Context: an optimization exercise on an open-source flow, tuned for small area, a short achievable clock period and few clock cycles per item. The choices shown serve that exercise and are no tape-out recipe.
The RTL was checked by simulation tests, not by an equivalence proof against the original design.

## flow/design.v (module list and top-level ports; edited modules follow where they fit)
// module fb_opnd: 19 lines
// module fb_pnorm: 28 lines
// module fbm_mul: 816 lines
// module fbm_mul_fa: 4 lines
// module fbm_mul_ccn: 3 lines
// module fbm_mul_ccp: 3 lines
// module fb_prnd: 16 lines
// module fb_align: 34 lines
// module fb_rnd: 10 lines
// module fb_add: 48 lines
// module fb_add2: 64 lines
// module fb_bk: 30 lines
// module fb_rca: 27 lines
// module fb_ccn: 3 lines
// module fb_ccp: 3 lines
// module fft_bfly: 325 lines
module fft_bfly (
    input  wire        clk,
    input  wire        rst,
    input  wire        in_valid,
    output wire        in_ready,
    input  wire [31:0] in_ar,
    input  wire [31:0] in_ai,
    input  wire [31:0] in_br,
    input  wire [31:0] in_bi,
    input  wire [31:0] in_wr,
    input  wire [31:0] in_wi,
    output wire        out_valid,
    input  wire        out_ready,
    output reg  [31:0] out_xr,
    output reg  [31:0] out_xi,
    output reg  [31:0] out_yr,
    output reg  [31:0] out_yi
);
  // ...
==> flow/flow/run.sh <==
#!/bin/bash
# Layout flow: the standard flow (standard.sh, all steps), with the
# input and output port buffers made of sky130_fd_sc_hd__buf_2 instead of
# the cell the resizer picks by default (a slow clock-delay buffer).
# The make output goes to standard_flow.log; each tool's own logs are under
# orfs/logs/.
set -euo pipefail
cd "$(dirname "$0")/.."
export BUFFER_PORTS_ARGS="-buffer_cell sky130_fd_sc_hd__buf_2"
bash standard.sh > standard_flow.log 2>&1
==> flow/standard.sh <==
#!/bin/bash
# synth_recipe.tcl (not shown) runs the flow's synth.tcl, then flattens the netlist and writes it again
# the make line also repeats each setting of config.mk as NAME=value (left out here)
make -C /OpenROAD-flow-scripts/flow DESIGN_CONFIG=/design/flow/config.mk WORK_HOME=/design/flow/orfs CLKGATE_MAP_FILE= SYNTH_SCRIPT=/design/flow/synth_recipe.tcl "${@:-finish}"
==> flow/config.mk <==
export PLATFORM = sky130hd
export DESIGN_NAME = fft_bfly
export DESIGN_NICKNAME = fft_bfly
export VERILOG_FILES = /design/flow/design.v
export SDC_FILE = /design/flow/constraint.sdc
export NUM_CORES = 8
export LEC_CHECK = 0
export CAP_MARGIN = 20
export CORE_MARGIN = 2
export CORE_UTILIZATION = 40
export SETUP_SLACK_MARGIN = 5
export SLEW_MARGIN = 20
export SYNTH_HIERARCHICAL = 1
==> flow/constraint.sdc <==
create_clock -name core_clock -period 85.0 [get_ports {clk}]
set_input_delay 17.0000 -clock core_clock [delete_from_list [all_inputs] [get_ports {clk}]]
set_output_delay 17.0000 -clock core_clock [all_outputs]
set_load 0.01 [all_outputs]
==> impl_metrics.env, run 1 <==
export IMPL_critPathLaunch="out_ready"
export IMPL_grt_pass1_wl_mm=760.1
export IMPL_multi_input_area_um2=94500
export IMPL_status="complete, no violations"
export IMPL_ioPinCount=326
export IMPL_worstHoldStart="s1_ai[12]$_DFFE_PP_"
export IMPL_use_met1_pct=40.67
export IMPL_crit_type="in -> reg"
export IMPL_met2_length_mm=212.7
export IMPL_postCtsSetupRepairBufs=0
export IMPL_nClkBuffers=123
export IMPL_worstPathCellList="buf_2, mux2i_1, nor2_4, buf_4, a222oi_1, inv_1"
export IMPL_diodes=8
export IMPL_synth_warnings=12
export IMPL_fin_crit_ns=18.77
export IMPL_multi_input_gates=11200
export IMPL_sh_seq_area_pct=15.85
export IMPL_antenna_found_initial=14
export IMPL_finalMaxSlewViolations=0
export IMPL_clock_latency_ns=0.88
export IMPL_cts_buffers=97
export IMPL_global_route_usage_total_pct=30.60
export IMPL_cts_root_buffer="clkbuf_16"
export IMPL_start_kind="input pin"
export IMPL_overflow=0
export IMPL_clk_path_buf_depth=4
export IMPL_buf_share_pct=3.219
export IMPL_rsz0062_at_grt="no"
export IMPL_final_instance_count_excl_fill=18220
export IMPL_dp_final_hpwl_mm=350.0
export IMPL_crit_family="buffers and inverters"
export IMPL_fp_dieH_um=563.3
export IMPL_n_all_buffers=675
export IMPL_numClockSinks=812
export IMPL_whs_path_depth=0
export IMPL_drtIter0Drc=23500
export IMPL_synth_area_um2=125100
export IMPL_cp_required_ns=85.82
Testbench counts, summed over its fixed seeds: cycles 16,032, items 16,000.
==> module fb_rca, before the edit <==
module fb_rca #(parameter W = 8) (
    input  wire [W-1:0] a,
    input  wire [W-1:0] b,
    input  wire         ci,
    output wire [W-1:0] s,
    output wire         co
);
    wire [W:0] c;                   
    assign c[0] = ci;
    genvar k;
    generate
        for (k = 0; k < W; k = k + 1) begin : bit_
            if (k % 2 == 0) begin : ev
                wire g = a[k] & b[k];
                wire p = a[k] ^ b[k];
                fb_ccn u (.g(g), .p(p), .c(c[k]), .y(c[k+1]));
                assign s[k] = p ^ c[k];
            end else begin : od
                wire gn = ~(a[k] & b[k]);
                wire pn = ~(a[k] ^ b[k]);
                fb_ccp u (.gn(gn), .pn(pn), .cn(c[k]), .y(c[k+1]));
                assign s[k] = pn ^ c[k];
            end
        end
    endgenerate
    assign co = (W % 2 == 0) ? c[W] : ~c[W];
endmodule
==> run 2, diff against run 1 <==
--- a/flow/design.v
+++ b/flow/design.v
@@ -359,33 +359,36 @@
   wire pp305 = ~((s2[11] & a[17]) | (s3[11] & a3[18]));
   wire pp306 = ~((s2[11] & a[18]) | (s3[11] & a3[19]));
   wire pp307 = ~((s2[11] & a[19]) | (s3[11] & a3[20]));
   wire pp308 = ~((s2[11] & a[20]) | (s3[11] & a3[21]));
   wire pp309 = ~((s2[11] & a[21]) | (s3[11] & a3[22]));
   wire pp310 = ~((s2[11] & a[22]) | (s3[11] & a3[23]));
   wire pp311 = ~((s2[11]) | (s3[11] & a3[24]));
   wire pp312 = ~((s3[11] & a3[25]));
-  wire s313 = ~(pp19 ^ pp43);
+  wire s313;
+  fbm_mul_xn us313 (.a(pp19), .b(pp43), .y(s313));
   wire c314 = pp19 | pp43;
   wire s315, c316;
   fbm_mul_fa us315 (.a(pp20), .b(pp44), .ci(pp68), .s(s315), .co(c316));
   wire s317, c318;
   fbm_mul_fa us317 (.a(pp21), .b(pp45), .ci(pp69), .s(s317), .co(c318));
-  wire s319 = ~(pp93 ^ pp117);
+  wire s319;
+  fbm_mul_xn us319 (.a(pp93), .b(pp117), .y(s319));
   wire c320 = pp93 | pp117;
   wire s321, c322;
   fbm_mul_fa us321 (.a(pp22), .b(pp46), .ci(pp70), .s(s321), .co(c322));
   wire s323, c324;
   fbm_mul_fa us323 (.a(pp94), .b(pp118), .ci(pp142), .s(s323), .co(c324));
   wire s325, c326;
   fbm_mul_fa us325 (.a(pp23), .b(pp47), .ci(pp71), .s(s325), .co(c326));
   wire s327, c328;
   fbm_mul_fa us327 (.a(pp95), .b(pp119), .ci(pp143), .s(s327), .co(c328));
-  wire s329 = ~(pp167 ^ pp191);
+  wire s329;
+  fbm_mul_xn us329 (.a(pp167), .b(pp191), .y(s329));
   wire c330 = pp167 | pp191;
   wire s331, c332;
   fbm_mul_fa us331 (.a(pp24), .b(pp48), .ci(pp72), .s(s331), .co(c332));
   wire s333, c334;
   fbm_mul_fa us333 (.a(pp96), .b(pp120), .ci(pp144), .s(s333), .co(c334));
   wire s335, c336;
   fbm_mul_fa us335 (.a(pp168), .b(pp192), .ci(pp216), .s(s335), .co(c336));
   wire s337, c338;
@@ -399,53 +402,60 @@
   wire s345, c346;
   fbm_mul_fa us345 (.a(pp98), .b(pp122), .ci(pp146), .s(s345), .co(c346));
   wire s347, c348;
   fbm_mul_fa us347 (.a(pp170), .b(pp194), .ci(pp218), .s(s347), .co(c348));
   wire s349, c350;
   fbm_mul_fa us349 (.a(pp51), .b(pp75), .ci(pp99), .s(s349), .co(c350));
   wire s351, c352;
   fbm_mul_fa us351 (.a(pp123), .b(pp147), .ci(pp171), .s(s351), .co(c352));
-  wire s353 = ~(pp195 ^ pp219);
+  wire s353;
+  fbm_mul_xn us353 (.a(pp195), .b(pp219), .y(s353));
   wire c354 = pp195 | pp219;
   wire s355, c356;
   fbm_mul_fa us355 (.a(pp52), .b(pp76), .ci(pp100), .s(s355), .co(c356));
   wire s357, c358;
   fbm_mul_fa us357 (.a(pp124), .b(pp148), .ci(pp172), .s(s357), .co(c358));
-  wire s359 = ~(pp196 ^ pp220);
+  wire s359;
+  fbm_mul_xn us359 (.a(pp196), .b(pp220), .y(s359));
   wire c360 = pp196 | pp220;
   wire s361, c362;
   fbm_mul_fa us361 (.a(pp77), .b(pp101), .ci(pp125), .s(s361), .co(c362));
   wire s363, c364;
   fbm_mul_fa us363 (.a(pp149), .b(pp173), .ci(pp197), .s(s363), .co(c364));
   wire s365, c366;
   fbm_mul_fa us365 (.a(pp78), .b(pp102), .ci(pp126), .s(s365), .co(c366));
-  wire s367 = ~(pp150 ^ pp174);
+  wire s367;
+  fbm_mul_xn us367 (.a(pp150), .b(pp174), .y(s367));
   wire c368 = pp150 | pp174;
   wire s369, c370;
   fbm_mul_fa us369 (.a(pp103), .b(pp127), .ci(pp151), .s(s369), .co(c370));
-  wire s371 = ~(pp104 ^ pp128);
+  wire s371;
+  fbm_mul_xn us371 (.a(pp104), .b(pp128), .y(s371));
   wire c372 = pp104 | pp128;
-  wire s373 = ~(pp13 ^ pp37);
+  wire s373;
+  fbm_mul_xn us373 (.a(pp13), .b(pp37), .y(s373));
   wire c374 = pp13 | pp37;
   wire s375, c376;
   fbm_mul_fa us375 (.a(pp14), .b(pp38), .ci(pp62), .s(s375), .co(c376));
   wire s377, c378;
   fbm_mul_fa us377 (.a(pp15), .b(pp39), .ci(pp63), .s(s377), .co(c378));
-  wire s379 = ~(pp87 ^ pp111);
+  wire s379;
+  fbm_mul_xn us379 (.a(pp87), .b(pp111), .y(s379));
   wire c380 = pp87 | pp111;
   wire s381, c382;
   fbm_mul_fa us381 (.a(pp16), .b(pp40), .ci(pp64), .s(s381), .co(c382));
   wire s383, c384;
   fbm_mul_fa us383 (.a(pp88), .b(pp112), .ci(pp136), .s(s383), .co(c384));
   wire s385, c386;
   fbm_mul_fa us385 (.a(pp17), .b(pp41), .ci(pp65), .s(s385), .co(c386));
   wire s387, c388;
   fbm_mul_fa us387 (.a(pp89), .b(pp113), .ci(pp137), .s(s387), .co(c388));
-  wire s389 = ~(pp161 ^ pp185);
+  wire s389;
+  fbm_mul_xn us389 (.a(pp161), .b(pp185), .y(s389));
   wire c390 = pp161 | pp185;
   wire s391, c392;
   fbm_mul_fa us391 (.a(pp18), .b(pp42), .ci(pp66), .s(s391), .co(c392));
   wire s393, c394;
   fbm_mul_fa us393 (.a(pp90), .b(pp114), .ci(pp138), .s(s393), .co(c394));
   wire s395, c396;
   fbm_mul_fa us395 (.a(pp162), .b(pp186), .ci(pp210), .s(s395), .co(c396));
   wire s397, c398;
@@ -537,37 +547,42 @@
   wire s483, c484;
   fbm_mul_fa us483 (.a(pp177), .b(pp201), .ci(pp225), .s(s483), .co(c484));
   wire s485, c486;
   fbm_mul_fa us485 (.a(pp249), .b(pp273), .ci(pp297), .s(s485), .co(c486));
   wire s487, c488;
   fbm_mul_fa us487 (.a(pp130), .b(pp154), .ci(pp178), .s(s487), .co(c488));
   wire s489, c490;
   fbm_mul_fa us489 (.a(pp202), .b(pp226), .ci(pp250), .s(s489), .co(c490));
-  wire s491 = ~(pp274 ^ pp298);
+  wire s491;
+  fbm_mul_xn us491 (.a(pp274), .b(pp298), .y(s491));
   wire c492 = pp274 | pp298;
   wire s493, c494;
   fbm_mul_fa us493 (.a(pp155), .b(pp179), .ci(pp203), .s(s493), .co(c494));
   wire s495, c496;
   fbm_mul_fa us495 (.a(pp227), .b(pp251), .ci(pp275), .s(s495), .co(c496));
   wire s497, c498;
   fbm_mul_fa us497 (.a(pp156), .b(pp180), .ci(pp204), .s(s497), .co(c498));
-  wire s499 = ~(pp228 ^ pp252);
+  wire s499;
+  fbm_mul_xn us499 (.a(pp228), .b(pp252), .y(s499));
   wire c500 = pp228 | pp252;
   wire s501, c502;
   fbm_mul_fa us501 (.a(pp181), .b(pp205), .ci(pp229), .s(s501), .co(c502));
-  wire s503 = ~(pp182 ^ pp206);
+  wire s503;
+  fbm_mul_xn us503 (.a(pp182), .b(pp206), .y(s503));
   wire c504 = pp182 | pp206;
-  wire s505 = ~(pp9 ^ pp33);
+  wire s505;
+  fbm_mul_xn us505 (.a(pp9), .b(pp33), .y(s505));
   wire c506 = pp9 | pp33;
   wire s507, c508;
   fbm_mul_fa us507 (.a(pp10), .b(pp34), .ci(pp58), .s(s507), .co(c508));
   wire s509, c510;
   fbm_mul_fa us509 (.a(pp11), .b(pp35), .ci(pp59), .s(s509), .co(c510));
-  wire s511 = ~(pp83 ^ pp107);
+  wire s511;
+  fbm_mul_xn us511 (.a(pp83), .b(pp107), .y(s511));
   wire c512 = pp83 | pp107;
   wire s513, c514;
   fbm_mul_fa us513 (.a(pp12), .b(pp36), .ci(pp60), .s(s513), .co(c514));
   wire s515, c516;
   fbm_mul_fa us515 (.a(pp84), .b(pp108), .ci(pp132), .s(s515), .co(c516));
   wire s517, c518;
   fbm_mul_fa us517 (.a(s373), .b(pp61), .ci(pp85), .s(s517), .co(c518));
   wire s519, c520;
@@ -673,23 +688,26 @@
   wire s619, c620;
   fbm_mul_fa us619 (.a(pp254), .b(pp278), .ci(pp302), .s(s619), .co(c620));
   wire s621, c622;
   fbm_mul_fa us621 (.a(c504), .b(pp207), .ci(pp231), .s(s621), .co(c622));
   wire s623, c624;
   fbm_mul_fa us623 (.a(pp255), .b(pp279), .ci(pp303), .s(s623), .co(c624));
   wire s625, c626;
   fbm_mul_fa us625 (.a(pp208), .b(pp232), .ci(pp256), .s(s625), .co(c626));
-  wire s627 = ~(pp280 ^ pp304);
+  wire s627;
+  fbm_mul_xn us627 (.a(pp280), .b(pp304), .y(s627));
   wire c628 = pp280 | pp304;
   wire s629, c630;
   fbm_mul_fa us629 (.a(pp233), .b(pp257), .ci(pp281), .s(s629), .co(c630));
-  wire s631 = ~(pp234 ^ pp258);
+  wire s631;
+  fbm_mul_xn us631 (.a(pp234), .b(pp258), .y(s631));
   wire c632 = pp234 | pp258;
-  wire s633 = ~(pp7 ^ pp31);
+  wire s633;
+  fbm_mul_xn us633 (.a(pp7), .b(pp31), .y(s633));
   wire c634 = pp7 | pp31;
   wire s635, c636;
   fbm_mul_fa us635 (.a(pp8), .b(pp32), .ci(pp56), .s(s635), .co(c636));
   wire s637, c638;
   fbm_mul_fa us637 (.a(s505), .b(pp57), .ci(pp81), .s(s637), .co(c638));
   wire s639, c640;
   fbm_mul_fa us639 (.a(c506), .b(s507), .ci(pp82), .s(s639), .co(c640));
   wire s641, c642;
@@ -753,19 +771,21 @@
   wire s699, c700;
   fbm_mul_fa us699 (.a(c622), .b(c624), .ci(s625), .s(s699), .co(c700));
   wire s701, c702;
   fbm_mul_fa us701 (.a(c626), .b(c628), .ci(s629), .s(s701), .co(c702));
   wire s703, c704;
   fbm_mul_fa us703 (.a(c630), .b(s631), .ci(pp282), .s(s703), .co(c704));
   wire s705, c706;
   fbm_mul_fa us705 (.a(c632), .b(pp259), .ci(pp283), .s(s705), .co(c706));
-  wire s707 = ~(pp260 ^ pp284);
+  wire s707;
+  fbm_mul_xn us707 (.a(pp260), .b(pp284), .y(s707));
   wire c708 = pp260 | pp284;
-  wire s709 = ~(pp5 ^ pp29);
+  wire s709;
+  fbm_mul_xn us709 (.a(pp5), .b(pp29), .y(s709));
   wire c710 = pp5 | pp29;
   wire s711, c712;
   fbm_mul_fa us711 (.a(pp6), .b(pp30), .ci(pp54), .s(s711), .co(c712));
   wire s713, c714;
   fbm_mul_fa us713 (.a(s633), .b(pp55), .ci(pp79), .s(s713), .co(c714));
   wire s715, c716;
   fbm_mul_fa us715 (.a(c634), .b(s635), .ci(pp80), .s(s715), .co(c716));
   wire s717, c718;
@@ -837,35 +857,41 @@
   wire s783, c784;
   fbm_mul_fa us783 (.a(c702), .b(s703), .ci(pp306), .s(s783), .co(c784));
   wire s785, c786;
   fbm_mul_fa us785 (.a(c704), .b(s705), .ci(pp307), .s(s785), .co(c786));
   wire s787, c788;
   fbm_mul_fa us787 (.a(c706), .b(s707), .ci(pp308), .s(s787), .co(c788));
   wire s789, c790;
   fbm_mul_fa us789 (.a(c708), .b(pp285), .ci(pp309), .s(s789), .co(c790));
-  wire s791 = ~(pp286 ^ pp310);
+  wire s791;
+  fbm_mul_xn us791 (.a(pp286), .b(pp310), .y(s791));
   wire c792 = pp286 | pp310;
   wire [47:0] xn = {pp312, c792, c790, c788, c786, c784, c782, c780, c778, c776, c774, c772, c770, c768, c766, c764, c762, c760, c758, c756, c754, c752, c750, c748, c746, c744, c742, c740, c738, c736, c734, c732, c730, c728, c726, c724, c722, c720, c718, c716, c714, c712, c710, s709, pp4, pp3, pp2, pp1};
   wire [47:0] yn = {1'b1, pp311, s791, s789, s787, s785, s783, s781, s779, s777, s775, s773, s771, s769, s767, s765, s763, s761, s759, s757, s755, s753, s751, s749, s747, s745, s743, s741, s739, s737, s735, s733, s731, s729, s727, s725, s723, s721, s719, s717, s715, s713, s711, pp53, pp28, pp27, 1'b1, 1'b1};
   wire [47:0] pp;
   wire [48:0] c;     
   assign c[0] = 1'b1;
   genvar k;
   generate for (k = 0; k < 48; k = k + 2) begin : rc
     wire g0 = xn[k] & yn[k], p0 = xn[k] ^ yn[k];
     fbm_mul_ccn u0 (.g(g0), .p(p0), .c(c[k]), .y(c[k+1]));
     assign pp[k] = ~(p0 ^ c[k]);
-    wire g1n = ~(xn[k+1] & yn[k+1]), p1n = ~(xn[k+1] ^ yn[k+1]);
+    wire g1n = ~(xn[k+1] & yn[k+1]);
+    wire p1n;
+    fbm_mul_xn u2 (.a(xn[k+1]), .b(yn[k+1]), .y(p1n));
     fbm_mul_ccp u1 (.gn(g1n), .pn(p1n), .cn(c[k+1]), .y(c[k+2]));
     assign pp[k+1] = ~(p1n ^ c[k+1]);
   end endgenerate
   assign p = pp[47:22];
   assign stl = |pp[21:0];
 endmodule
+module fbm_mul_xn (input wire a, input wire b, output wire y);
+  assign y = ~(a ^ b);
+endmodule
 module fbm_mul_fa (input wire a, input wire b, input wire ci, output wire s, output wire co);
   assign s  = a ^ b ^ ci;
   assign co = (a & b) | (a & ci) | (b & ci);
 endmodule
 module fbm_mul_ccn (input wire g, input wire p, input wire c, output wire y);
   assign y = ~(g | (p & c));
 endmodule
 module fbm_mul_ccp (input wire gn, input wire pn, input wire cn, output wire y);
@@ -1087,24 +1113,28 @@
         for (k = 0; k < W; k = k + 1) begin : bit_
             if (k % 2 == 0) begin : ev
                 wire g = a[k] & b[k];
                 wire p = a[k] ^ b[k];
                 fb_ccn u (.g(g), .p(p), .c(c[k]), .y(c[k+1]));
                 assign s[k] = p ^ c[k];
             end else begin : od
                 wire gn = ~(a[k] & b[k]);
-                wire pn = ~(a[k] ^ b[k]);
+                wire pn;
+                fb_xn ux (.a(a[k]), .b(b[k]), .y(pn));
                 fb_ccp u (.gn(gn), .pn(pn), .cn(c[k]), .y(c[k+1]));
                 assign s[k] = pn ^ c[k];
             end
         end
     endgenerate
     assign co = (W % 2 == 0) ? c[W] : ~c[W];
 endmodule
+module fb_xn (input wire a, input wire b, output wire y);
+    assign y = ~(a ^ b);
+endmodule
 module fb_ccn (input wire g, input wire p, input wire c, output wire y);
     assign y = ~(g | (p & c));
 endmodule
 module fb_ccp (input wire gn, input wire pn, input wire cn, output wire y);
     assign y = ~(gn & (pn | cn));
 endmodule
 module fft_bfly (
     input  wire        clk,
==> flow/flow/run.sh (replaced) <==
#!/bin/bash
# Layout flow: the standard flow (standard.sh, all steps) with three
# layout choices passed to it through the environment:
#  - the input and output port buffers are sky130_fd_sc_hd__buf_2 instead of
#    the cell the resizer picks by default (a slow clock-delay buffer);
#  - each operand's and result's 32 pins stay together on the die's edge
#    (flow/io.tcl), so that logic that reads a whole operand stays local;
#  - clock-tree sinks are clustered up to 20 flip-flops within 100 um.
# The make output goes to standard_flow.log; each tool's own logs are under
# orfs/logs/.
set -euo pipefail
cd "$(dirname "$0")/.."
export BUFFER_PORTS_ARGS="-buffer_cell sky130_fd_sc_hd__buf_2"
export IO_CONSTRAINTS="$PWD/flow/io.tcl"
export CTS_ARGS="-sink_clustering_enable -sink_clustering_size 20 -sink_clustering_max_diameter 100 -repair_clock_nets"
bash standard.sh > standard_flow.log 2>&1
==> flow/flow/io.tcl (new file) <==
# Pin constraints: keep each operand's and result's 32 pins together on the
# die's edge, so that logic that reads a whole operand stays local.
set_io_pin_constraint -group -order -pin_names {{in_wr[0]} {in_wr[1]} {in_wr[2]} {in_wr[3]} {in_wr[4]} {in_wr[5]} {in_wr[6]} {in_wr[7]} {in_wr[8]} {in_wr[9]} {in_wr[10]} {in_wr[11]} {in_wr[12]} {in_wr[13]} {in_wr[14]} {in_wr[15]} {in_wr[16]} {in_wr[17]} {in_wr[18]} {in_wr[19]} {in_wr[20]} {in_wr[21]} {in_wr[22]} {in_wr[23]} {in_wr[24]} {in_wr[25]} {in_wr[26]} {in_wr[27]} {in_wr[28]} {in_wr[29]} {in_wr[30]} {in_wr[31]}}
set_io_pin_constraint -group -order -pin_names {{in_wi[0]} {in_wi[1]} {in_wi[2]} {in_wi[3]} {in_wi[4]} {in_wi[5]} {in_wi[6]} {in_wi[7]} {in_wi[8]} {in_wi[9]} {in_wi[10]} {in_wi[11]} {in_wi[12]} {in_wi[13]} {in_wi[14]} {in_wi[15]} {in_wi[16]} {in_wi[17]} {in_wi[18]} {in_wi[19]} {in_wi[20]} {in_wi[21]} {in_wi[22]} {in_wi[23]} {in_wi[24]} {in_wi[25]} {in_wi[26]} {in_wi[27]} {in_wi[28]} {in_wi[29]} {in_wi[30]} {in_wi[31]}}
set_io_pin_constraint -group -order -pin_names {{in_br[0]} {in_br[1]} {in_br[2]} {in_br[3]} {in_br[4]} {in_br[5]} {in_br[6]} {in_br[7]} {in_br[8]} {in_br[9]} {in_br[10]} {in_br[11]} {in_br[12]} {in_br[13]} {in_br[14]} {in_br[15]} {in_br[16]} {in_br[17]} {in_br[18]} {in_br[19]} {in_br[20]} {in_br[21]} {in_br[22]} {in_br[23]} {in_br[24]} {in_br[25]} {in_br[26]} {in_br[27]} {in_br[28]} {in_br[29]} {in_br[30]} {in_br[31]}}
set_io_pin_constraint -group -order -pin_names {{in_bi[0]} {in_bi[1]} {in_bi[2]} {in_bi[3]} {in_bi[4]} {in_bi[5]} {in_bi[6]} {in_bi[7]} {in_bi[8]} {in_bi[9]} {in_bi[10]} {in_bi[11]} {in_bi[12]} {in_bi[13]} {in_bi[14]} {in_bi[15]} {in_bi[16]} {in_bi[17]} {in_bi[18]} {in_bi[19]} {in_bi[20]} {in_bi[21]} {in_bi[22]} {in_bi[23]} {in_bi[24]} {in_bi[25]} {in_bi[26]} {in_bi[27]} {in_bi[28]} {in_bi[29]} {in_bi[30]} {in_bi[31]}}
set_io_pin_constraint -group -order -pin_names {{in_ar[0]} {in_ar[1]} {in_ar[2]} {in_ar[3]} {in_ar[4]} {in_ar[5]} {in_ar[6]} {in_ar[7]} {in_ar[8]} {in_ar[9]} {in_ar[10]} {in_ar[11]} {in_ar[12]} {in_ar[13]} {in_ar[14]} {in_ar[15]} {in_ar[16]} {in_ar[17]} {in_ar[18]} {in_ar[19]} {in_ar[20]} {in_ar[21]} {in_ar[22]} {in_ar[23]} {in_ar[24]} {in_ar[25]} {in_ar[26]} {in_ar[27]} {in_ar[28]} {in_ar[29]} {in_ar[30]} {in_ar[31]}}
set_io_pin_constraint -group -order -pin_names {{in_ai[0]} {in_ai[1]} {in_ai[2]} {in_ai[3]} {in_ai[4]} {in_ai[5]} {in_ai[6]} {in_ai[7]} {in_ai[8]} {in_ai[9]} {in_ai[10]} {in_ai[11]} {in_ai[12]} {in_ai[13]} {in_ai[14]} {in_ai[15]} {in_ai[16]} {in_ai[17]} {in_ai[18]} {in_ai[19]} {in_ai[20]} {in_ai[21]} {in_ai[22]} {in_ai[23]} {in_ai[24]} {in_ai[25]} {in_ai[26]} {in_ai[27]} {in_ai[28]} {in_ai[29]} {in_ai[30]} {in_ai[31]}}
set_io_pin_constraint -group -order -pin_names {{out_xr[0]} {out_xr[1]} {out_xr[2]} {out_xr[3]} {out_xr[4]} {out_xr[5]} {out_xr[6]} {out_xr[7]} {out_xr[8]} {out_xr[9]} {out_xr[10]} {out_xr[11]} {out_xr[12]} {out_xr[13]} {out_xr[14]} {out_xr[15]} {out_xr[16]} {out_xr[17]} {out_xr[18]} {out_xr[19]} {out_xr[20]} {out_xr[21]} {out_xr[22]} {out_xr[23]} {out_xr[24]} {out_xr[25]} {out_xr[26]} {out_xr[27]} {out_xr[28]} {out_xr[29]} {out_xr[30]} {out_xr[31]}}
set_io_pin_constraint -group -order -pin_names {{out_xi[0]} {out_xi[1]} {out_xi[2]} {out_xi[3]} {out_xi[4]} {out_xi[5]} {out_xi[6]} {out_xi[7]} {out_xi[8]} {out_xi[9]} {out_xi[10]} {out_xi[11]} {out_xi[12]} {out_xi[13]} {out_xi[14]} {out_xi[15]} {out_xi[16]} {out_xi[17]} {out_xi[18]} {out_xi[19]} {out_xi[20]} {out_xi[21]} {out_xi[22]} {out_xi[23]} {out_xi[24]} {out_xi[25]} {out_xi[26]} {out_xi[27]} {out_xi[28]} {out_xi[29]} {out_xi[30]} {out_xi[31]}}
set_io_pin_constraint -group -order -pin_names {{out_yr[0]} {out_yr[1]} {out_yr[2]} {out_yr[3]} {out_yr[4]} {out_yr[5]} {out_yr[6]} {out_yr[7]} {out_yr[8]} {out_yr[9]} {out_yr[10]} {out_yr[11]} {out_yr[12]} {out_yr[13]} {out_yr[14]} {out_yr[15]} {out_yr[16]} {out_yr[17]} {out_yr[18]} {out_yr[19]} {out_yr[20]} {out_yr[21]} {out_yr[22]} {out_yr[23]} {out_yr[24]} {out_yr[25]} {out_yr[26]} {out_yr[27]} {out_yr[28]} {out_yr[29]} {out_yr[30]} {out_yr[31]}}
set_io_pin_constraint -group -order -pin_names {{out_yi[0]} {out_yi[1]} {out_yi[2]} {out_yi[3]} {out_yi[4]} {out_yi[5]} {out_yi[6]} {out_yi[7]} {out_yi[8]} {out_yi[9]} {out_yi[10]} {out_yi[11]} {out_yi[12]} {out_yi[13]} {out_yi[14]} {out_yi[15]} {out_yi[16]} {out_yi[17]} {out_yi[18]} {out_yi[19]} {out_yi[20]} {out_yi[21]} {out_yi[22]} {out_yi[23]} {out_yi[24]} {out_yi[25]} {out_yi[26]} {out_yi[27]} {out_yi[28]} {out_yi[29]} {out_yi[30]} {out_yi[31]}}
==> run 2 against run 1 <==
  * Still clean
  * Worst hold slack better by 0.029 ns
  * Synthesized cell count is 1.6% lower
  * Core utilization is 0.40 points lower
  * Synthesized area is 0.53% lower
==> impl_metrics.env, run 2 <==
export IMPL_status="complete, no violations"
export IMPL_multi_input_area_um2=95440
export IMPL_global_route_usage_total_pct=30.43
export IMPL_htree_num_levels=2
export IMPL_crit_type="reg -> out"
export IMPL_clk_path_buf_depth=3
export IMPL_crit_family="simple AND/OR/NAND/NOR gates"
export IMPL_vias_per_cell=6.859
export IMPL_cp_end_kind="output port"
export IMPL_crit_fanout=1
export IMPL_synth_area_um2=124500
export IMPL_worst_r2r_cell_count=56
export IMPL_post_route_period_util_pct=22.36
export IMPL_start_kind="flop"
export IMPL_ioPinCount=326
export IMPL_fp_dieH_um=561.8
export IMPL_skew_ns=0.1097
export IMPL_setup_violations_final=0
export IMPL_fill_cells=30730
export IMPL_hold_class="reg -> reg"
export IMPL_grt_pass1_wl_mm=751.3
export IMPL_drcViolationCount=0
export IMPL_critPathBufInv=1
export IMPL_clock_latency_ns=0.82
export IMPL_synth_warnings=12
export IMPL_cts_buffers=58
export IMPL_worst_slew_pin_slew_ns=1.155
export IMPL_r2r_end="s2_ti[4]$_DFFE_PN_"
export IMPL_r2r_start="s1_n4[0]$_DFF_P_"
export IMPL_floorplan_initialDensity_pct=40.26
export IMPL_max_freq_ghz=0.05261
export IMPL_critPathCapture="in_ready"
export IMPL_finalInstanceArea_um2=130500
export IMPL_vias=122700
export IMPL_cts_tree="built"
export IMPL_overflow=0
export IMPL_crit_arrival_ns=2.01
export IMPL_post_route_util_pct=42.21
export IMPL_drt_first_pass_iters=32
export IMPL_final_nets=15410
export IMPL_fin_setup_tns_ns=0
export IMPL_timing_max_cap_violations=0
export IMPL_dpl_cell_area_um2=128500
export IMPL_rows=204
export IMPL_grt_max_degree=122
export IMPL_antenna_found_initial=11
export IMPL_syn_inst=14320
export IMPL_layout_commonest_cell="nand2_1"
export IMPL_cp_required_ns=68.00
export IMPL_gp_congestion=0.9863
export IMPL_mostFrequentLayoutCells="nand2_1 (1,262), a222oi_1 (1,110), fa_1 (952), a21oi_1 (885), inv_1 (655)"
export IMPL_hold_buffers=0
export IMPL_cts_root_buffer="clkbuf_16"
export IMPL_final_instance_count_excl_fill=17880
export IMPL_dieArea_um2=315600
export IMPL_max_stage_delay_ns=0.52
export IMPL_seq_area_um2=21040
export IMPL_portBuffers=325
export IMPL_area_delta_synth_final_pct=4.840
export IMPL_routed_wl_mm=503.2
export IMPL_drive_gt1_share_pct=11.88
export IMPL_critPathLaunch="nr_br$_SDFF_PP0_"
export IMPL_core_area_um2=309100
export IMPL_slowest_stage="nor4_1"
export IMPL_hold_viol_final=0
export IMPL_r2r_setup_slack_ns=67.03
export IMPL_drtAntennaViolNets=0
export IMPL_wl_per_cell_um=28.14
export IMPL_path_clk_slew_ns=0.08
export IMPL_grt_pass1_vias=117500
export IMPL_cts_resized=0
export IMPL_worstPathCellList="nor4_1, buf_2"
export IMPL_rsz0062_at_grt="no"
export IMPL_fin_crit_ns=19.01
export IMPL_dpl_cell_count=17770
export IMPL_drtIter0Drc=23210
export IMPL_slew_headroom_pct=22.17
export IMPL_postCtsSetupRepairBufs=0
export IMPL_finalMaxSlewViolations=0
export IMPL_fp_dieW_um=561.8
export IMPL_dp_final_hpwl_mm=350.8
export IMPL_numClockSinks=812
export IMPL_synth_avg_cell_area_um2=8.691
export IMPL_cp_num_cells=2
-- run 2: changes by cell type in the layout (fill, tap and decap cells not counted), sizes merged, moves of 24 or more --
cell	delta
a211oi	+48
a21oi	+86
a22o	+48
clkbuf	-43
ha	-198
inv	-525
nand2	+90
nand3	-49
nand4	+31
nor2	+69
nor3	+24
o22ai	-90
or2	+89
xnor2	+192
-- run 2: layout make-up --
type	count	share of cell area [%]
multi-input combinational	11480	73.14
sequential	812	16.12
tap	4120	3.951
timing repair buffer	685	3.327
inverter	673	1.955
clock buffer	80	1.177
clock inverter	27	0.3126
antenna	5	0.009589
-- run 2: per-stage QoR --
step,hold WS [ns],setup WS [ns]
after floorplan,0.4003,66.55
after global placement,0.4010,65.51
after detailed placement,0.4045,65.48
after CTS,0.3485,65.95
after global routing,0.3516,65.51
final,0.3606,65.99
-- run 2: worst min-delay path by stage --
stage	start	to	slack, ns	depth (start not counted)
finish	s0_ai[15]$_DFFE_PP_	s1_ai[15]$_DFFE_PP_	0.36	0
global route	s1_ai[16]$_DFFE_PP_	s2_ai[16]$_DFFE_PN_	0.35	0
CTS	s0_ai[15]$_DFFE_PP_	s1_ai[15]$_DFFE_PP_	0.35	0
detailed placement	s0_ai[12]$_DFFE_PP_	s1_ai[12]$_DFFE_PP_	0.40	0
global placement	s1_ai[17]$_DFFE_PP_	s2_ai[17]$_DFFE_PN_	0.40	0
floorplan	s0_ai[0]$_DFFE_PP_	s1_ai[0]$_DFFE_PP_	0.40	0
-- run 2: metal layers --
metal	vias up	track usage (%)	routed length, um
li1	53390	-	-
met1	59110	40.13	201000
met2	8309	44.87	210800
met3	1850	9.795	63170
met4	20	13.93	27470
met5	-	1.657	800
Testbench counts of run 2, summed over its fixed seeds: cycles 16,032, items 16,000.

[separate check: timing with driven ports]
The results above use ideal ports. As a check the final layouts listed here were re-extracted and re-timed, cells and wires unchanged.
Step 1, drivers: a clkbuf_16 drives clk and a buf_2 each remaining input, both assumed.
Step 2 also shifts input and output timing later by t, the mid clock arrival at the registers, as if the neighbouring blocks saw the same clock.
Slacks: ideal / step 1 / step 2; pairs: ideal / step 1.
| run | t (ns) | setup WS [ns] | latest minus earliest clock arrival (ns) | worst data-port slew with drivers (ns) | cell pins on the clock port's net |
|---|---|---|---|---|---|
| run 1 | 0.908 | 66.231 / 66.176 / 65.268 | 0.103 / 0.104 | 0.12 | 1 |
| run 2 | 0.883 | 65.992 / 65.870 / 65.319 | 0.110 / 0.110 | 0.17 | 1 |
After both steps every run listed still meets setup and hold. The setup slack of run 1, which loses most, moves by -0.055 ns with the drivers and by -0.963 ns with both steps.
